This is an optimization exercise on Yosys and OpenROAD, whose aim is small area, a short achievable clock period and few clock cycles, not a production implementation. Function was not checked in any run shown here: the RTL went through the layout flow alone. No activity file was given, so power comes from the tool's default toggle rates.

==> design.v <==
module lemon_xfer (
    input  wire        clk,
    input  wire        rst,
    input  wire        start,
    input  wire [31:0] cfg_in_addr,
    input  wire [31:0] cfg_out_addr,
    input  wire [15:0] cfg_in_width,
    input  wire [15:0] cfg_out_width,
    input  wire [15:0] cfg_out_height,
    input  wire [2:0]  cfg_in_fmt,
    input  wire [2:0]  cfg_out_fmt,
    input  wire [1:0]  cfg_scaling,
    input  wire        cfg_flip,
    input  wire        cfg_in_linear,
    input  wire        cfg_dont_swizzle,
    output reg         busy,
    output reg         done,
    output reg         error,
    output reg         mem_req,
    output reg         mem_we,
    output reg  [31:0] mem_addr,
    output reg  [31:0] mem_wdata,
    output reg  [3:0]  mem_be,
    input  wire        mem_ack,
    input  wire [31:0] mem_rdata
);
    localparam S_SET1 = 3'd1;
    localparam S_SET2 = 3'd2;
    localparam S_PRE  = 3'd3;
    localparam S_PRE2 = 3'd4;
    localparam S_PRE3 = 3'd5;
    localparam S_RUN  = 3'd6;
    reg [2:0] state;
    reg [2:0]  ifmt, ofmt;
    reg [1:0]  scal;
    reg        slin, dswz, flip;
    reg [15:0] ow;
    reg [17:0] S, D;              
    reg [31:0] sp, sbase, dp, dbase;
    reg [15:0] xrem, yrem;        
    reg [2:0]  xlo;               
    reg [2:0]  ylo;               
    reg [2:0]  oylo;              
    reg [1:0]  k;                 
    reg        px;                
    reg        rdone;             
    reg [7:0]  r_step;
    reg        r_rowend, r_last;
    reg [7:0]  s_il, d_il;
    reg        s_wrap, d_wrap;
    reg [31:0] rdat;
    reg        rv;
    reg        t_k0, t_lastb, t_px, t_gend, t_rowend, t_pair, t_last;
    reg [7:0]  t_dstep;
    reg [9:0]  acc_r, acc_g, acc_b, acc_a;
    reg        wpend;
    reg        w_rowend, w_last;
    reg [7:0]  w_dstep;
    wire hs  = scal[0] | scal[1];
    wire vs  = scal[1];
    wire stiled = !slin;
    wire dtiled = slin ^ dswz;
    wire dir = flip;                    
    wire bi2 = ifmt[2] | ifmt[1];       
    wire bi3 = (ifmt == 3'd1);
    wire bo2 = ofmt[2] | ofmt[1];
    wire bo3 = (ofmt == 3'd1);
    wire n1  = !hs;
    wire n4  = vs;
    wire dual = bi2 & n1 & bo2;
    wire [1:0] last_k = bi2 ? {1'b0, n4} : (n1 ? 2'd0 : n4 ? 2'd3 : 2'd1);
    wire [2:0] ystep = vs ? 3'd2 : 3'd1;
    function [7:0] mulb(input [5:0] v, input b2, input b3);
        mulb = b2 ? {1'b0, v, 1'b0} : b3 ? ({2'b0, v} + {1'b0, v, 1'b0}) : {v, 2'b0};
    endfunction
    function [5:0] ilv(input [2:0] j);
        ilv = {j[2], 1'b0, j[1], 1'b0, j[0], 1'b0};
    endfunction
    function [23:0] beat(input [1:0] kk, input pp, input [2:0] xl, input [15:0] xr,
                         input [15:0] yr);
        reg pair, lastb, gend, growend, rowend, last, run_end, gjmp;
        reg [2:0] xc, xg;
        reg [1:0] js;
        reg [5:0] ji, dj;
        reg [7:0] st, ds;
        begin
            pair    = bo2 & (xr != 16'd1);
            lastb   = (kk == last_k);
            gend    = dual | (pp == pair);
            growend = (xr == (pair ? 16'd2 : 16'd1));
            rowend  = lastb & gend & growend;
            last    = growend & (yr == 16'd1);
            xc      = xl + {2'd0, pp};
            js      = hs ? xc[1:0] : xc[2:1];
            case ({vs, js})
                3'b000, 3'b010: ji = 6'd2;
                3'b001:         ji = 6'd10;
                3'b011:         ji = 6'd42;
                3'b100, 3'b110: ji = 6'd0;
                3'b101:         ji = 6'd8;
                default:        ji = 6'd40;
            endcase
            run_end = stiled & lastb & (hs | dual | xc[0]);
            st = (bi2 ? ((n1 & !dual) ? 8'd2 : 8'd4) : bi3 ? 8'd3 : 8'd4)
               + (run_end ? mulb(ji, bi2, bi3) : 8'd0);
            xg   = xl + {2'd0, pair};
            gjmp = dtiled & xg[0];
            case (xg[2:1])
                2'd0, 2'd2: dj = 6'd2; 2'd1: dj = 6'd10; default: dj = 6'd42;
            endcase
            ds = (bo2 ? (pair ? 8'd4 : 8'd2) : bo3 ? 8'd3 : 8'd4)
               + (gjmp ? mulb(dj, bo2, bo3) : 8'd0);
            beat = {st, ds, (kk == 2'd0), lastb, gend, growend, pair, rowend, last & rowend, last};
        end
    endfunction
    wire [23:0] bc = beat(k, px, xlo, xrem, yrem);
    wire [23:0] b0 = beat(2'd0, 1'b0, 3'd0, ow, yrem);
    wire c_k0 = bc[7], c_lastb = bc[6], c_gend = bc[5], c_growend = bc[4], c_pair = bc[3];
    wire [7:0] c_dstep = bc[15:8];
    wire c_glast = bc[0];
    wire [1:0]  k_n    = c_lastb ? 2'd0 : k + 2'd1;
    wire        px_n   = c_lastb ? !c_gend : px;
    wire        grp_n  = c_lastb & c_gend;
    wire [15:0] xrem_n = !grp_n ? xrem : c_growend ? ow : xrem - (c_pair ? 16'd2 : 16'd1);
    wire [2:0]  xlo_n  = !grp_n ? xlo  : c_growend ? 3'd0 : xlo + (c_pair ? 3'd2 : 3'd1);
    wire [15:0] yrem_n = (grp_n & c_growend) ? yrem - 16'd1 : yrem;
    wire [23:0] bn = beat(k_n, px_n, xlo_n, xrem_n, yrem_n);
    wire        rdst  = mem_we | (state != S_RUN);
    wire [31:0] r_a   = rdst ? dbase : sbase;
    wire [20:0] r_big = rdst ? (dtiled ? {D, 3'd0} : {3'd0, D}) : (stiled ? {S, 3'd0} : {3'd0, S});
    wire        r_w   = rdst ? d_wrap : s_wrap;
    wire [20:0] r_x   = r_w ? r_big : {13'd0, rdst ? d_il : s_il};
    wire        r_neg = rdst & dir & (state != S_PRE) & (state != S_PRE2);
    wire [31:0] r_b   = r_neg ? ~{11'd0, r_x} : {11'd0, r_x};
    wire [31:0] row_nx = r_a + r_b + {31'd0, r_neg};
    wire [31:0] ptr_nx = mem_addr + {24'd0, mem_we ? w_dstep : r_step};
    function [8:0] rowc(input [2:0] j, input b2, input b3, input tiled, input back);
        reg [5:0] v;
        begin
            v = back ? 6'd42 - ilv(j) : ilv(j);
            rowc = {!tiled | (back ? (j == 3'd7) : (j == 3'd0)), mulb(v, b2, b3)};
        end
    endfunction
    function [31:0] dec16(input [2:0] f, input [15:0] p);
        case (f)
            3'd2:    dec16 = {p[15:11], p[15:13], p[10:5], p[10:9], p[4:0], p[4:2], 8'hFF};
            3'd3:    dec16 = {p[15:11], p[15:13], p[10:6], p[10:8], p[5:1], p[5:3], {8{p[0]}}};
            default: dec16 = {p[15:12], p[15:12], p[11:8], p[11:8], p[7:4], p[7:4], p[3:0], p[3:0]};
        endcase
    endfunction
    wire [31:0] d_lo = dec16(ifmt, rdat[15:0]);
    wire [31:0] d_hi = dec16(ifmt, rdat[31:16]);
    wire [31:0] d_w  = ifmt[0] ? {rdat[23:0], 8'hFF} : rdat;
    wire [31:0] s0   = bi2 ? d_lo : d_w;
    wire        two  = bi2 & !n1;
    wire [31:0] h    = two ? d_hi : 32'd0;
    wire [9:0]  t_r = (t_k0 ? 10'd0 : acc_r) + s0[31:24] + h[31:24];
    wire [9:0]  t_g = (t_k0 ? 10'd0 : acc_g) + s0[23:16] + h[23:16];
    wire [9:0]  t_b = (t_k0 ? 10'd0 : acc_b) + s0[15:8]  + h[15:8];
    wire [9:0]  t_a = (t_k0 ? 10'd0 : acc_a) + s0[7:0]   + h[7:0];
    wire [7:0]  cr = n1 ? t_r[7:0] : n4 ? t_r[9:2] : t_r[8:1];
    wire [7:0]  cg = n1 ? t_g[7:0] : n4 ? t_g[9:2] : t_g[8:1];
    wire [7:0]  cb = n1 ? t_b[7:0] : n4 ? t_b[9:2] : t_b[8:1];
    wire [7:0]  ca = n1 ? t_a[7:0] : n4 ? t_a[9:2] : t_a[8:1];
    function [15:0] enc16(input [2:0] f, input [31:0] c);
        case (f)
            3'd2:    enc16 = {c[31:27], c[23:18], c[15:11]};
            3'd3:    enc16 = {c[31:27], c[23:19], c[15:11], c[7]};
            default: enc16 = {c[31:28], c[23:20], c[15:12], c[7:4]};
        endcase
    endfunction
    wire [31:0] cpix = {cr, cg, cb, ca};
    wire [15:0] e_lo = enc16(ofmt, cpix);
    wire [15:0] e_hi = enc16(ofmt, d_hi);
    wire [31:0] e_w  = ofmt[0] ? {8'd0, cr, cg, cb} : cpix;
    wire run    = (state == S_RUN);
    wire rd_ack = run & mem_req & !mem_we & mem_ack;
    wire wr_ack = run & mem_req &  mem_we & mem_ack;
    wire p_go   = rv & !(t_lastb & wpend);              
    wire p_wfin = p_go & t_lastb & t_gend;              
    wire bad = (scal == 2'd3) || (slin && scal != 2'd0) || (ifmt > 3'd4) || (ofmt > 3'd4);
    wire        m_d   = (state == S_SET2);
    wire [15:0] m_in  = m_d ? ow : S[15:0];
    wire        m2    = m_d ? bo2 : bi2;
    wire        m3    = m_d ? bo3 : bi3;
    wire [17:0] m_out = m2 ? {1'b0, m_in, 1'b0} : m3 ? ({2'b0, m_in} + {1'b0, m_in, 1'b0}) : {m_in, 2'b0};
    wire [15:0] ohm1  = yrem - 16'd1;
    wire [8:0] s_rc0 = rowc(ystep, bi2, bi3, stiled, 1'b0);
    wire [8:0] s_rcn = rowc(ylo + ystep + ystep, bi2, bi3, stiled, 1'b0);
    wire [2:0] oy_n  = dir ? oylo - 3'd1 : oylo + 3'd1;
    wire [8:0] d_rcn = rowc(dir ? oy_n - 3'd1 : oy_n + 3'd1, bo2, bo3, dtiled, dir);
    wire [8:0] d_rc0 = rowc(3'd1, bo2, bo3, dtiled, 1'b0);
    wire [8:0] d_rcb = rowc(oylo - 3'd1, bo2, bo3, dtiled, 1'b1);
    always @(posedge clk) begin
        if (rst) begin
            state   <= 3'd0;
            busy    <= 1'b0;
            done    <= 1'b0;
            error   <= 1'b0;
            mem_req <= 1'b0;
            mem_we  <= 1'b0;
        end else if (!busy) begin
            sp       <= cfg_in_addr;
            sbase    <= cfg_in_addr;
            mem_addr <= cfg_in_addr;
            dp       <= cfg_out_addr;
            dbase    <= cfg_out_addr;
            ifmt     <= cfg_in_fmt;
            ofmt     <= cfg_out_fmt;
            scal     <= cfg_scaling;
            slin     <= cfg_in_linear;
            dswz     <= cfg_dont_swizzle;
            flip     <= cfg_flip;
            S        <= {2'd0, cfg_in_width};
            ow       <= cfg_out_width;
            yrem     <= cfg_out_height;
            done     <= 1'b0;
            error    <= 1'b0;
            busy     <= start;
            state    <= S_SET1;
        end else begin
            case (state)
                S_SET1: begin
                    ow    <= hs ? {1'b0, ow[15:1]} : ow;
                    yrem  <= vs ? {1'b0, yrem[15:1]} : yrem;
                    S     <= m_out;
                    xlo   <= 3'd0;
                    ylo   <= 3'd0;
                    oylo  <= 3'd0;
                    k     <= 2'd0;
                    px    <= 1'b0;
                    rv    <= 1'b0;
                    wpend <= 1'b0;
                    rdone <= 1'b0;
                    {s_wrap, s_il} <= s_rc0;
                    {d_wrap, d_il} <= d_rc0;
                    if (bad) begin
                        busy  <= 1'b0;
                        error <= 1'b1;
                    end
                    state <= S_SET2;
                end
                S_SET2: begin
                    D    <= m_out;
                    xrem <= !flip ? ow : dtiled ? {3'd0, ohm1[15:3]} : ohm1;
                    if (ow == 16'd0 || yrem == 16'd0) begin
                        busy <= 1'b0;
                        done <= 1'b1;
                    end
                    if (flip) d_wrap <= 1'b1;
                    state <= flip ? S_PRE : S_RUN;
                end
                S_PRE: begin
                    d_wrap <= 1'b1;
                    if (xrem == 16'd0) begin
                        state <= S_PRE2;
                        d_wrap <= !dtiled;
                        d_il   <= mulb(6'd42, bo2, bo3);
                    end else begin
                        dbase <= row_nx;
                        xrem  <= xrem - 16'd1;
                    end
                end
                S_PRE2: begin
                    if (dtiled) dbase <= row_nx;
                    oylo <= ohm1[2:0];
                    d_wrap <= 1'b0;
                    d_il   <= mulb(6'd42 - ilv(ohm1[2:0]), bo2, bo3);
                    state <= S_PRE3;
                end
                S_PRE3: begin
                    dp <= dtiled ? row_nx : dbase;
                    xrem <= ow;
                    {d_wrap, d_il} <= d_rcb;
                    state <= S_RUN;
                end
                default: ;
            endcase
            if (state == S_SET2 || state == S_PRE3 || state == S_PRE || state == S_PRE2) begin
                r_step   <= b0[23:16];
                r_rowend <= b0[2];
                r_last   <= b0[1];
            end
            if (state == S_SET2 && !flip && ow != 16'd0 && yrem != 16'd0 || state == S_PRE3) begin
                mem_req <= 1'b1;
                mem_we  <= 1'b0;
            end
            if (run) begin
                if (rd_ack) begin
                    k    <= k_n;
                    px   <= px_n;
                    xrem <= xrem_n;
                    xlo  <= xlo_n;
                    yrem <= yrem_n;
                    r_step   <= bn[23:16];
                    r_rowend <= bn[2];
                    r_last   <= bn[1];
                    if (r_rowend) begin
                        ylo <= ylo + ystep;
                        {s_wrap, s_il} <= s_rcn;
                        if (s_wrap) sbase <= row_nx;
                        sp <= row_nx;
                    end else begin
                        sp <= ptr_nx;
                    end
                    if (r_last) rdone <= 1'b1;
                end
                if (!mem_we) begin
                    rdat     <= mem_rdata;
                    t_k0     <= c_k0;
                    t_lastb  <= c_lastb;
                    t_px     <= px;
                    t_gend   <= c_gend;
                    t_rowend <= c_growend;
                    t_pair   <= c_pair;
                    t_last   <= c_glast;
                    t_dstep  <= c_dstep;
                end
                rv <= rd_ack | (rv & !p_go);
                if (p_go) begin
                    acc_r <= t_r; acc_g <= t_g; acc_b <= t_b; acc_a <= t_a;
                    if (t_lastb) begin
                        if (bo2) begin
                            if (dual)
                                mem_wdata <= {e_hi, e_lo};
                            else if (t_px)
                                mem_wdata[31:16] <= e_lo;
                            else
                                mem_wdata[15:0] <= e_lo;
                        end else begin
                            mem_wdata <= e_w;
                        end
                    end
                    if (p_wfin) begin
                        w_rowend <= t_rowend;
                        w_last   <= t_last;
                        w_dstep  <= t_dstep;
                        mem_be   <= bo2 ? (t_pair ? 4'b1111 : 4'b0011) : bo3 ? 4'b0111 : 4'b1111;
                    end
                end
                if (wr_ack) begin
                    if (w_rowend) begin
                        oylo <= oy_n;
                        {d_wrap, d_il} <= d_rcn;
                        if (d_wrap) dbase <= row_nx;
                        dp <= row_nx;
                    end else begin
                        dp <= ptr_nx;
                    end
                end
                if (mem_we) begin
                    wpend <= !mem_ack;
                    if (mem_ack) begin
                        mem_addr <= sp;
                        mem_we   <= 1'b0;
                        mem_req  <= !rdone;
                        if (w_last) begin
                            mem_req <= 1'b0;
                            busy <= 1'b0;
                            done <= 1'b1;
                        end
                    end
                end else begin
                    wpend <= p_wfin;
                    if (p_wfin) begin
                        mem_addr <= dp;
                        mem_we   <= 1'b1;
                        mem_req  <= 1'b1;
                    end else begin
                        if (rd_ack) mem_addr <= r_rowend ? row_nx : ptr_nx;
                        mem_req <= !(rdone | (rd_ack & r_last));
                    end
                end
            end
        end
    end
endmodule
==> run.sh <==
#!/bin/bash
# synth_recipe.tcl (not shown) runs the flow's synth.tcl, then flattens the netlist and writes it again
# the make line also repeats each setting of config.mk as NAME=value (left out here)
make -C /OpenROAD-flow-scripts/flow DESIGN_CONFIG=/design/flow/config.mk WORK_HOME=/design/flow/orfs CLKGATE_MAP_FILE= SYNTH_SCRIPT=/design/flow/synth_recipe.tcl finish
==> config.mk <==
export PLATFORM = sky130hd
export DESIGN_NAME = lemon_xfer
export DESIGN_NICKNAME = lemon_xfer
export VERILOG_FILES = /design/flow/design.v
export SDC_FILE = /design/flow/constraint.sdc
export NUM_CORES = 4
export LEC_CHECK = 0
export CAP_MARGIN = 20
export CORE_MARGIN = 2
export CORE_UTILIZATION = 40
export SLEW_MARGIN = 20
==> constraint.sdc <==
create_clock -name core_clock -period 17.5 [get_ports {clk}]
set_input_delay 3.5000 -clock core_clock [delete_from_list [all_inputs] [get_ports {clk}]]
set_output_delay 3.5000 -clock core_clock [all_outputs]
set_load 0.01 [all_outputs]
==> results by group, run 1 <==
Final layout
  – Fin util: 46.8%
  – Fin area: 38500 um^2
  – Ant diodes: 0
  – Layout cells sized above 1: 7.69%
  – Post-Layout Cell Count: 4946
  – Most frequent cells in the layout: nand2_1, edfxtp_1, nor2_1
  – Most common cell after layout, fill and taps aside: nand2_1
  – Fin nets: 4159
  – Area Overhead vs Synth: 15.5%

Yosys
  – Synthesis-stage register bit count: 437
  – Post-Synthesis Cells: 3723
  – Prevailing post-synth register cell: edfxtp_1
  – Post-synth EDFFs: 429
  – Async S/R FF share, synth: 0%
  – Mapped cell area: 33400 um^2
  – Top-area cell type share of the netlist area: 38.6%
  – Synth cell types: 104
  – Warnings from Yosys: 1
  – Yosys top cell by area: edfxtp_1
  – Main area contributors after synthesis: edfxtp_1, nand2_1, ha_1, a21oi_1, o21ai_0
  – Avg Cell Area, Syn: 8.97 um^2
  – Post-synthesis sequential area ratio: 39.1%

Detailed routing
  – Drt total wl: 121000 um
  – Avg WL per Cell: 24.5 um
  – Antenna Nets Post-Route: 0
  – Drt first pass iters: 7
  – Via Count: 30.5k
  – DRC: 0
  – 1st-iter DRT viols: 3487
  – Vias per cell: 6.17

Clock tree
  – Num CTS Buffers: 54
  – H-Tree Depth: 2
  – Hold Buf Count CTS: 0
  – # clock sinks: 437
  – Clock latency on the worst-skew pair: 640 ps
  – CTS-repair resized insts: 0
  – CTS Buffer Depth: 3
  – Setup bufs post-CTS: 0
  – TritonCTS clock tree: done
  – Clk root buf: clkbuf_16
  – Clock transition at path regs: 60 ps

Place
  – RePlAce Congestion: 0.939
  – Placed instance area: 36700 um^2
  – # placed instances: 4852
  – Post-DP HPWL: 88000 um
  – Port bufs: 229
  – Setup WS pre-CTS: 10380 ps

STA
  – Worst Clk Skew: 48.5 ps
  – Slew @ Worst Pin: 1160 ps
  – Peak Freq: 153 MHz
  – Setup ws final: 10980 ps
  – Final hold violation count: 0
  – Final slew viol count: 0
  – Setup repair after global routing missed its margin: false
  – Slew HR: 22.4%
  – Setup TNS: 0 ps
  – Crit share post-route: 37.3%
  – Final critical-path required period: 6520 ps
  – # setup viols final: 0

Die
  – Core Area: 82400 um^2
  – Row count: 105
  – Initial core utilization: 40.5%
  – Chip Width: 293 um
  – IO Pins: 232
  – Die area: 85800 um^2
  – Die boundary height: 293 um

Global route
  – GR Overflow Total: 0
  – Largest net degree at the start of global routing: 138
  – Number of global-route vias before repair: 28.5k
  – GRT Util Overall: 27.5%
  – First-pass GRT wire length: 181000 um
  – Antenna violations before repair: 3

Worst setup path
  – Crit path arrival time: 6910 ps
  – R2R Path Start: state[1]
  – Critical Path Start Type: flop
  – Crit path from: state[1]
  – Setup crit end: dp[30]
  – Crit end category: flop
  – Crit path max fanout: 24
  – Worst path required time: 17890 ps
  – FF-to-FF path depth: 16
  – R2R Setup Slk: 10980 ps
  – Reg2reg end: dp[30]
  – CP Class: flop to flop

Pwr
  – Peak VDD IR: 0.0000674 V
  – Leak: 14.4 nW
  – Power density over cell area: 87.3 nW/um^2

Status
  – Outcome: finished clean

Run
  – Max-cap violations: 0

Min path
  – Hold Crit Class: flop to flop
-- final cells by class --
| cell class | count | area [um^2] |
|---|---|---|
| well taps | 1070 | 1340 |
| clock buffers | 59 | 1370 |
| fillers | 7949 | 43800 |
| inverters | 172 | 648 |
| clock inverters | 35 | 432 |
| multi-input cells | 2875 | 18900 |
| flip-flops and latches | 437 | 13000 |
| repair buffers | 298 | 2820 |
-- registers in the layout, indices dropped and copies added (netlist names), 18 cells and up --
register   flops
mem_addr      32
sp            32
mem_wdata     32
dp            32
S             18
sbase         32
D             18
dbase         32
rdat          32
-- logic make-up (layout without fill, tap and decap cells) --
logic type      after synthesis  in the layout  share of synthesized area [%]
simple gates               1287           1287                           17.7
compound gates             1094           1094                           21.6
flops                       437            437                           39.1
buf+inv                     412            564                           4.82
mux                         181            181                           5.78
fa+ha+maj                   163            163                           7.14
xor+xnor                    147            147                           3.86
other cells                   2              3                         0.0225
-- power by group --
| part | internal (mW) | switching [mW] |
|---|---|---|
| Sequential | 1.24 | 0.0622 |
| Clock | 0.674 | 0.488 |
| Combinational | 0.344 | 0.559 |
| Total | 2.26 | 1.11 |
-- per-stage QoR --
step	hold slack [ps]	power (mW)
6_report	421	3.37
3_5_place_dp	406	2.20
5_1_grt	421	3.50
2_1_floorplan	400	1.90
4_1_cts	417	3.37
3_3_place_gp	404	2.20
-- how the worst min path moves through the flow --
stage / startpoint / end / slack [ps] / depth (start not counted)
finish: t_dstep[2] / w_dstep[2] / 420 / 0
global route: t_dstep[2] / w_dstep[2] / 420 / 0
CTS: t_dstep[2] / w_dstep[2] / 420 / 0
detailed placement: t_dstep[2] / w_dstep[2] / 410 / 0
global placement: t_dstep[2] / w_dstep[2] / 400 / 0
floorplan: t_dstep[0] / w_dstep[0] / 400 / 0
-- critical path, stage by stage, from the launching register on --
cell and delay, ps:
dfxtp_1 860, and3b_1 510, a21oi_1 80, nand2_1 770
inv_1 600, xnor2_1 360, inv_1 90, fa_1 430
nor2b_1 160, o31a_1 250, o211ai_1 250, a2111oi_0 570
nor3_1 220, o31ai_1 480, nor2_1 150, xnor2_1 180
a221o_1 330
-- metal layers --
layer | vias up | track usage [%] | part of all wire [%]
li1 | 14000 | - | -
met1 | 14700 | 38.9 | 42
met2 | 1573 | 42.5 | 44
met3 | 247 | 3.85 | 9.1
met4 | 4 | 10.4 | 4.0
met5 | - | 0 | 0.022
-- Yosys cell counts, types with 71 or more instances --
master    instances
a21oi_1         261
a31oi_1          71
clkbuf_1        187
edfxtp_1        429
ha_1            116
inv_1           165
mux2_2           74
mux2i_1         105
nand2_1         550
nand3_1          84
nor2_1          306
o21ai_0         231
xnor2_1         103
==> inputs of run 2 (changes only) <==
--- a/config.mk
+++ b/config.mk
@@ -5,7 +5,7 @@
 export SDC_FILE = /design/flow/constraint.sdc
 export NUM_CORES = 4
 export LEC_CHECK = 0
-export CAP_MARGIN = 20
+export CAP_MARGIN = 80
 export CORE_MARGIN = 2
 export CORE_UTILIZATION = 40
-export SLEW_MARGIN = 20
+export SLEW_MARGIN = 80
==> run 2 against run 1 <==
Against the previous run: worst setup slack got worse by 11 ps; sequential share of layout area fell by 4.6 points; count of clock-buffer cells in the layout rose by 2; largest power group unchanged; non-clock buffer count rose by 279; worst hold slack got worse by 2.2 ps; wire length rose by 3.9%; utilization rose by 7.4 points.
==> results by group, run 2 <==
Place
  – Port bufs: 229 (unchanged)
  – RePlAce Congestion: 0.939 (unchanged)
  – Post-DP HPWL: 95500 um (was 88000 um)

Clock tree
  – Clk root buf: clkbuf_16 (unchanged)
  – # clock sinks: 437 (unchanged)
  – CTS Buffer Depth: 3 (unchanged)
  – CTS-repair resized insts: 0 (unchanged)
  – Hold Buf Count CTS: 0 (unchanged)
  – Num CTS Buffers: 53 (was 54)
  – H-Tree Depth: 2 (unchanged)
  – TritonCTS clock tree: done (unchanged)
  – Clock latency on the worst-skew pair: 640 ps (about the same)
  – Setup bufs post-CTS: 0 (unchanged)
  – Clock transition at path regs: 70 ps (was 60 ps)

Yosys
  – Mapped cell area: 33400 um^2 (unchanged)
  – Post-Synthesis Cells: 3723 (unchanged)
  – Synthesis-stage register bit count: 437 (unchanged)
  – Top post-synthesis cells by count: nand2_1, edfxtp_1, nor2_1, a21oi_1, o21ai_0 (unchanged)
  – Main area contributors after synthesis: edfxtp_1, nand2_1, ha_1, a21oi_1, o21ai_0 (unchanged)
  – Async S/R FF share, synth: 0% (unchanged)
  – Top-area cell type share of the netlist area: 38.6% (unchanged)
  – Post-synth EDFFs: 429 (unchanged)
  – Yosys top cell by area: edfxtp_1 (unchanged)
  – Post-synthesis sequential area ratio: 39.1% (unchanged)
  – Prevailing post-synth register cell: edfxtp_1 (unchanged)
  – Warnings from Yosys: 1 (unchanged)
  – Synth cell types: 104 (unchanged)
  – Avg Cell Area, Syn: 8.97 um^2 (unchanged)
  – Count leader, synth: nand2_1 (unchanged)

Final layout
  – Area Overhead vs Synth: 33.7% (was 15.5%)
  – Most common cell after layout, fill and taps aside: nand2_1 (unchanged)
  – Fin nets: 4437 (was 4159)
  – Most frequent cells in the layout: nand2_1, edfxtp_1, nor2_1 (unchanged)
  – Layout cells sized above 1: 21.8% (was 7.69%)

Detailed routing
  – Drt total wl: 126000 um (was 121000 um)
  – Avg WL per Cell: 24.1 um (was 24.5 um)
  – Drt first pass iters: 9 (was 7)
  – Antenna Nets Post-Route: 0 (unchanged)
  – Via Count: 32.0k (was 30.5k)
  – DRC: 0 (unchanged)
  – 1st-iter DRT viols: 3411 (was 3487)
  – Vias per cell: 6.11 (was 6.17)

Pwr
  – Leak: 16.6 nW (was 14.4 nW)
  – Peak VDD IR: 0.0000628 V (was 0.0000674 V)
  – Switching power total: 1.21 mW (was 1.11 mW)
  – Clock power share: 34.0% (was 34.5%)
  – Switching share of power: 32.6% (was 32.9%)
  – Combinational power share: 31.5% (was 26.8%)
  – Sequential share of power: 34.5% (was 38.6%)
  – Int Pwr: 2.51 mW (was 2.26 mW)
  – Power density over cell area: 83.5 nW/um^2 (was 87.3 nW/um^2)

STA
  – Final critical-path required period: 6540 ps (was 6520 ps)
  – Peak Freq: 153 MHz (about the same)
  – Setup TNS: 0 ps (unchanged)
  – Setup repair after global routing missed its margin: false (unchanged)
  – Final slew viol count: 0 (unchanged)
  – # setup viols final: 0 (unchanged)
  – Worst Clk Skew: 46.3 ps (was 48.5 ps)
  – Final worst hold slack: 419 ps (was 421 ps)
  – Crit share post-route: 37.3% (about the same)
  – Final hold violation count: 0 (unchanged)

Global route
  – GRT Util Overall: 28.3% (was 27.5%)
  – GR Overflow Total: 0 (unchanged)
  – Antenna violations before repair: 3 (unchanged)
  – Met2 usage: 44.7% (was 42.5%)
  – Largest net degree at the start of global routing: 44 (was 138)
  – Number of global-route vias before repair: 29.9k (was 28.5k)
  – First-pass GRT wire length: 187000 um (was 181000 um)
  – Global Route met3 Usage: 3.80% (was 3.85%)
  – GRT busiest layer: met2 (unchanged)
  – M1 GR Usage: 39.8% (was 38.9%)

Worst setup path
  – FF-to-FF path depth: 26 (was 16)
  – Crit path max fanout: 21 (was 24)
  – Critical Path Start Type: flop (unchanged)
  – Slowest cell on the critical path: clkdlybuf4s50_1 (was dfxtp_1)
  – CP Class: flop to flop (unchanged)
  – Crit end category: flop (unchanged)
  – Crit path arrival time: 6930 ps (was 6910 ps)
  – Worst path required time: 17890 ps (about the same)
  – Crit path largest cell delay: 540 ps (was 860 ps)
  – Most frequent CP cell: buf_1

Die
  – Die boundary height: 293 um (unchanged)
  – Core Area: 82400 um^2 (unchanged)
  – Die area: 85800 um^2 (unchanged)
  – Initial core utilization: 40.5% (unchanged)
  – Chip Width: 293 um (unchanged)
  – IO Pins: 232 (unchanged)
  – Row count: 105 (unchanged)

Min path
  – Hold path depth: 0 (unchanged)
  – Hold Crit Class: flop to flop (unchanged)

Status
  – Outcome: finished clean (unchanged)

Run
  – Max-cap violations: 0 (unchanged)
-- run 2: kinds of logic (layout without fill, tap and decap cells) --
| logic type | count (synthesis) | in the layout | synth area share (%) |
|---|---|---|---|
| simple gates | 1287 | 1287 | 17.7 |
| xor+xnor | 147 | 147 | 3.86 |
| other cells | 2 | 4 | 0.0225 |
| compound gates | 1094 | 1094 | 21.6 |
| mux | 181 | 181 | 5.78 |
| flops | 437 | 437 | 39.1 |
| buf+inv | 412 | 848 | 4.82 |
| fa+ha+maj | 163 | 163 | 7.14 |
-- run 2: worst max-delay path: cells and delay by family (launching register included) --
| kind | cells | cell delay [ps] |
|---|---|---|
| flip-flops | 1 | 430 |
| XOR/XNOR | 2 | 370 |
| buffers and inverters | 10 | 2420 |
| AND/OR/NAND/NOR | 5 | 840 |
| adder cells (fa/ha/maj) | 1 | 450 |
| AO/OA/AOI/OAI | 8 | 1790 |
-- run 2: layout make-up --
cell class	instances	area, um^2
Fill cell	7210	37700
Multi-Input combinational cell	2875	22000
Sequential cell	437	13100
Timing Repair Buffer	577	5630
Clock buffer	61	1380
Tap cell	1070	1340
Inverter	172	699
Clock inverter	38	586
Antenna cell	1	2.50
-- run 2: power by group through the flow --
| stage | Sequential [mW] | Clock (mW) | Combinational [mW] |
|---|---|---|---|
| finish | 1.28 | 1.27 | 1.18 |
| global route | 1.29 | 1.32 | 1.26 |
| CTS | 1.28 | 1.28 | 1.09 |
| detailed placement | 1.31 | 0 | 1.09 |
| global placement | 1.32 | 0 | 0.879 |
| floorplan | 1.29 | 0 | 0.612 |
-- run 2: stage by stage --
| stage | util (%) | std cells | cell area [um^2] | worst slack (ps) | power (mW) |
|---|---|---|---|---|---|
| after floorplan | - | 3724 | 33400 | 6950 | 1.90 |
| after global placement | 44.6 | 4852 | 36700 | 10430 | 2.20 |
| after detailed placement | 50.3 | 5099 | 41400 | 10930 | 2.39 |
| after CTS | 52.7 | 5198 | 43400 | 10940 | 3.66 |
| after global routing | 54.2 | 5230 | 44600 | 10600 | 3.87 |
| final | 54.2 | 5231 | 44700 | 10960 | 3.73 |
-- run 2: metal layers --
metal | routed length [um] | part of all wire, %
met1 | 53100 | 42
met2 | 57500 | 46
met3 | 10400 | 8.3
met4 | 4910 | 3.9
met5 | 11 | 0.0087
-- run 2: final timing paths --
check	startpoint	endpoint	slack, ps
hold reg to reg	t_dstep[6]	w_dstep[6]	420
setup reg to reg	state[0]	dp[30]	10960
hold / removal	t_dstep[6]	w_dstep[6]	420
setup / recovery	state[0]	dp[30]	10960
==> inputs of run 3 (changes only) <==
==> flow/run.sh (new file) <==
#!/bin/bash
# Layout flow: the standard flow (standard.sh) with two changes to how the layout
# is made: ports are buffered with buf_2 cells instead of the resizer's default
# delay buffer, and the resizer's timing repair aims for more setup slack.
# The clock period and constraints are the standard flow's own (constraint.sdc).
set -euo pipefail
bash standard.sh \
  "BUFFER_PORTS_ARGS=-buffer_cell sky130_fd_sc_hd__buf_2" \
  SETUP_SLACK_MARGIN=13 \
  finish > flow_make.log 2>&1
==> standard.sh (new file) <==
#!/bin/bash
# synth_recipe.tcl (not shown) runs the flow's synth.tcl, then flattens the netlist and writes it again
# the make line also repeats each setting of config.mk as NAME=value (left out here)
make -C /OpenROAD-flow-scripts/flow DESIGN_CONFIG=/design/flow/config.mk WORK_HOME=/design/flow/orfs CLKGATE_MAP_FILE= SYNTH_SCRIPT=/design/flow/synth_recipe.tcl "${@:-finish}"
--- a/config.mk
+++ b/config.mk
@@ -5,7 +5,7 @@
 export SDC_FILE = /design/flow/constraint.sdc
 export NUM_CORES = 4
 export LEC_CHECK = 0
-export CAP_MARGIN = 80
+export CAP_MARGIN = 20
 export CORE_MARGIN = 2
 export CORE_UTILIZATION = 40
-export SLEW_MARGIN = 80
+export SLEW_MARGIN = 20
removed: run.sh
==> run 3 against run 2 <==
Against the previous run: design area decreased by 3.9%; register-to-register slack better by 2000 ps; die area is the same; count of clock-buffer cells in the layout is 4 higher; wire length rose by 8.3%; clock power is 3% lower; still clean; global-route usage grew 1.7 points; worst setup slack improved by 1700 ps.
==> results by group, run 3 <==
Detailed routing
  – Drt total wl: 136000 um (was 126000 um)
  – 1st-iter DRT viols: 3732 (was 3411)
  – DRC: 0 (unchanged)
  – M1 wire length: 56300 um (was 53100 um)
  – Antenna Nets Post-Route: 0 (unchanged)
  – Met2 routed WL: 59500 um (was 57500 um)
  – Vias per cell: 6.23 (was 6.11)
  – Met3 routed WL: 14300 um (was 10400 um)
  – Top layer in use: met5 (unchanged)
  – Avg WL per Cell: 26.0 um (was 24.1 um)
  – Drt first pass iters: 9 (unchanged)
  – Via Count: 32.6k (was 32.0k)

Final layout
  – Area Overhead vs Synth: 28.5% (was 33.7%)
  – Fin nets: 4444 (was 4437)
  – Most common cell after layout, fill and taps aside: nand2_1 (unchanged)
  – # fillers: 7472 (was 7210)
  – Multi-input gate area: 21000 um^2 (was 22000 um^2)
  – Register Area: 13100 um^2 (about the same)
  – Most frequent cells in the layout: nand2_1, edfxtp_1, nor2_1 (unchanged)
  – Layout cells sized above 1: 26.8% (was 21.8%)

Worst setup path
  – FF-to-FF path depth: 18 (was 26)
  – Crit end category: primary output (was flop)
  – Slowest cell on the critical path: edfxtp_1 (was clkdlybuf4s50_1)
  – R2R Setup Slk: 12940 ps (was 10960 ps)
  – Cell family with most CP delay: flip-flops (was buffers and inverters)
  – CP Class: flop to primary output (was flop to flop)
  – Crit path largest cell delay: 500 ps (was 540 ps)
  – Critical Path Start Type: flop (unchanged)
  – Crit-path cells: buf_2
  – Crit path max fanout: 2 (was 21)
  – WP depth: 1 (was 26)
  – Reg2reg end: mem_wdata[20] (was dp[30])
  – Worst path bufs/invs: 1 (was 10)
  – Worst path required time: 14000 ps (was 17890 ps)
  – R2R Path Start: ifmt[1] (was state[0])
  – Crit path arrival time: 1350 ps (was 6930 ps)

Min path
  – WHS Endpoint: w_dstep[0] (was w_dstep[6])
  – Hold Crit Class: flop to flop (unchanged)
  – Hold path depth: 0 (unchanged)
  – Hold Crit Start: t_dstep[0] (was t_dstep[6])

Die
  – Chip Width: 293 um (unchanged)
  – Die boundary height: 293 um (unchanged)
  – IO Pins: 232 (unchanged)
  – Die area: 85800 um^2 (unchanged)
  – Row count: 105 (unchanged)
  – Core Area: 82400 um^2 (unchanged)
  – Initial core utilization: 40.5% (unchanged)

Yosys
  – Warnings from Yosys: 1 (unchanged)
  – Yosys top cell by area: edfxtp_1 (unchanged)
  – Post-synthesis sequential area ratio: 39.1% (unchanged)
  – Mapped cell area: 33400 um^2 (unchanged)
  – Avg Cell Area, Syn: 8.97 um^2 (unchanged)
  – Synthesis-stage register bit count: 437 (unchanged)
  – Top post-synthesis cells by count: nand2_1, edfxtp_1, nor2_1, a21oi_1, o21ai_0 (unchanged)
  – Prevailing post-synth register cell: edfxtp_1 (unchanged)
  – Main area contributors after synthesis: edfxtp_1, nand2_1, ha_1, a21oi_1, o21ai_0 (unchanged)
  – Synth cell types: 104 (unchanged)
  – Async S/R FF share, synth: 0% (unchanged)
  – Count leader, synth: nand2_1 (unchanged)
  – Post-Synthesis Cells: 3723 (unchanged)
  – Top-area cell type share of the netlist area: 38.6% (unchanged)
  – Post-synth EDFFs: 429 (unchanged)

Global route
  – GRT Util Overall: 30.1% (was 28.3%)
  – First-pass GRT wire length: 195000 um (was 187000 um)
  – Number of global-route vias before repair: 30.0k (was 29.9k)
  – Antenna violations before repair: 4 (was 3)
  – Largest net degree at the start of global routing: 170 (was 44)
  – GR Overflow Total: 0 (unchanged)

Pwr
  – Power density over cell area: 84.5 nW/um^2 (was 83.5 nW/um^2)
  – Peak VDD IR: 0.0000712 V (was 0.0000628 V)
  – Leak: 16.8 nW (was 16.6 nW)

Clock tree
  – Clk root buf: clkbuf_16 (unchanged)
  – # clock sinks: 437 (unchanged)
  – TritonCTS clock tree: done (unchanged)
  – Clock transition at path regs: 60 ps (was 70 ps)
  – CTS Buffer Depth: 3 (unchanged)
  – Num CTS Buffers: 54 (was 53)
  – H-Tree Depth: 2 (unchanged)
  – Clock latency on the worst-skew pair: 670 ps (was 640 ps)

STA
  – Slew @ Worst Pin: 1030 ps
  – Final slew viol count: 0 (unchanged)
  – Crit share post-route: 27.7% (was 37.3%)
  – Slew HR: 31.1%
  – Worst Clk Skew: 45.2 ps (was 46.3 ps)
  – Peak Freq: 206 MHz (was 153 MHz)
  – Setup repair after global routing missed its margin: true (was false)
  – # setup viols final: 0 (unchanged)
  – Final critical-path required period: 4850 ps (was 6540 ps)
  – Setup TNS: 0 ps (unchanged)
  – Final hold violation count: 0 (unchanged)
  – Setup ws final: 12650 ps (was 10960 ps)

Run
  – Max-cap violations: 0 (unchanged)

Place
  – Post-DP HPWL: 89000 um (was 95500 um)
  – Setup WS pre-CTS: 11300 ps (was 10930 ps)
  – Port bufs: 229 (unchanged)
  – RePlAce Congestion: 0.969 (was 0.939)

Status
  – Outcome: finished clean (unchanged)
## run 3: cell counts after synthesis
Identical to the previous run, type by type.
## run 3: cell type report
| class | instances | share of cell area, % |
|---|---|---|
| Antenna cell | 3 | 0.0175 |
| Clock buffer | 65 | 3.25 |
| Clock inverter | 34 | 1.18 |
| Inverter | 172 | 1.58 |
| Multi-Input combinational cell | 2882 | 48.8 |
| Sequential cell | 437 | 30.5 |
| Tap cell | 1070 | 3.12 |
| Timing Repair Buffer | 576 | 11.6 |
## run 3: report_power, final
| part | switching [mW] | internal [mW] |
|---|---|---|
| clock | 0.501 | 0.734 |
| sequential | 0.0564 | 1.24 |
| combinational | 0.657 | 0.442 |
| total | 1.21 | 2.41 |
## run 3: per-layer routing
layer,global-route usage (%),vias up
met1,41.9,15900
met5,0.794,-
met3,5.81,346
li1,-,14600
met4,11.7,2
met2,45.9,1837
## run 3: what timing repair did
item,4_1_cts,5_1_grt
pin swaps,42,135
buffers inserted,133,124
setup endpoints to repair,677,400
gates resized for setup,231,275
hold buffers,0,0
cloned,23,10
## run 3: worst max-delay path by stage
stage                      startpoint            to  slack (ps)
after global routing      mem_addr[9]   mem_addr[9]       12670
after CTS                 mem_addr[9]   mem_addr[9]       12640
after global placement            rst  mem_wdata[2]       11390
after detailed placement          rst  mem_wdata[4]       11300
after floorplan                   rst  mem_wdata[0]       10670
final                     mem_addr[9]   mem_addr[9]       12650
## run 3: cells by family after synthesis
| kind of cell | synth area share, % |
|---|---|
| simple gates | 17.7 |
| flops | 39.1 |
| fa+ha+maj | 7.14 |
| mux | 5.78 |
| compound gates | 21.6 |
| other cells | 0.0225 |
| xor+xnor | 3.86 |
| buf+inv | 4.82 |
## run 3: metrics by stage
| step | instance area, um^2 | std cells | power (mW) | hold slack, ps | util, % |
|---|---|---|---|---|---|
| 2_1_floorplan | 34100 | 3724 | 1.92 | 400 | - |
| 3_3_place_gp | 36000 | 4847 | 2.19 | 401 | 43.7 |
| 3_5_place_dp | 36000 | 4847 | 2.19 | 405 | 43.7 |
| 4_1_cts | 40400 | 5102 | 3.50 | 423 | 49.1 |
| 5_1_grt | 42900 | 5237 | 3.75 | 432 | 52.1 |
| 6_report | 42900 | 5239 | 3.63 | 421 | 52.1 |

==> afterwards: timing with drivers on the ports <==
How much do the figures lean on ideal ports? The routed layouts below were timed once more, with nothing changed but the port constraints.
Step 1 assumes that a clkbuf_16 drives the clock port and a buf_2 every other input.
Step 2, shift: input delay + t, output delay - t, t = (earliest + latest rising clock arrival at the registers) / 2. This alone moves slack from input paths to output paths.
Three values: ideal ports, drivers, drivers and shift; two values: the first two.
run | shift t [ns] | setup WS [ns] | worst data-port slew with drivers (ns) | pins driven straight from the clock port
run 1 | 0.684 | 10.975 / 10.975 / 10.309 | 0.12 | 1
run 2 | 0.685 | 10.964 / 10.964 / 10.964 | 0.12 | 1
run 3 | 0.714 | 12.645 / 12.576 / 11.998 | 0.16 | 1
After both steps every run listed still meets setup and hold. For run 1, which loses most, drivers alone change the setup slack by 0.000 ns; drivers and shift together by -0.666 ns.
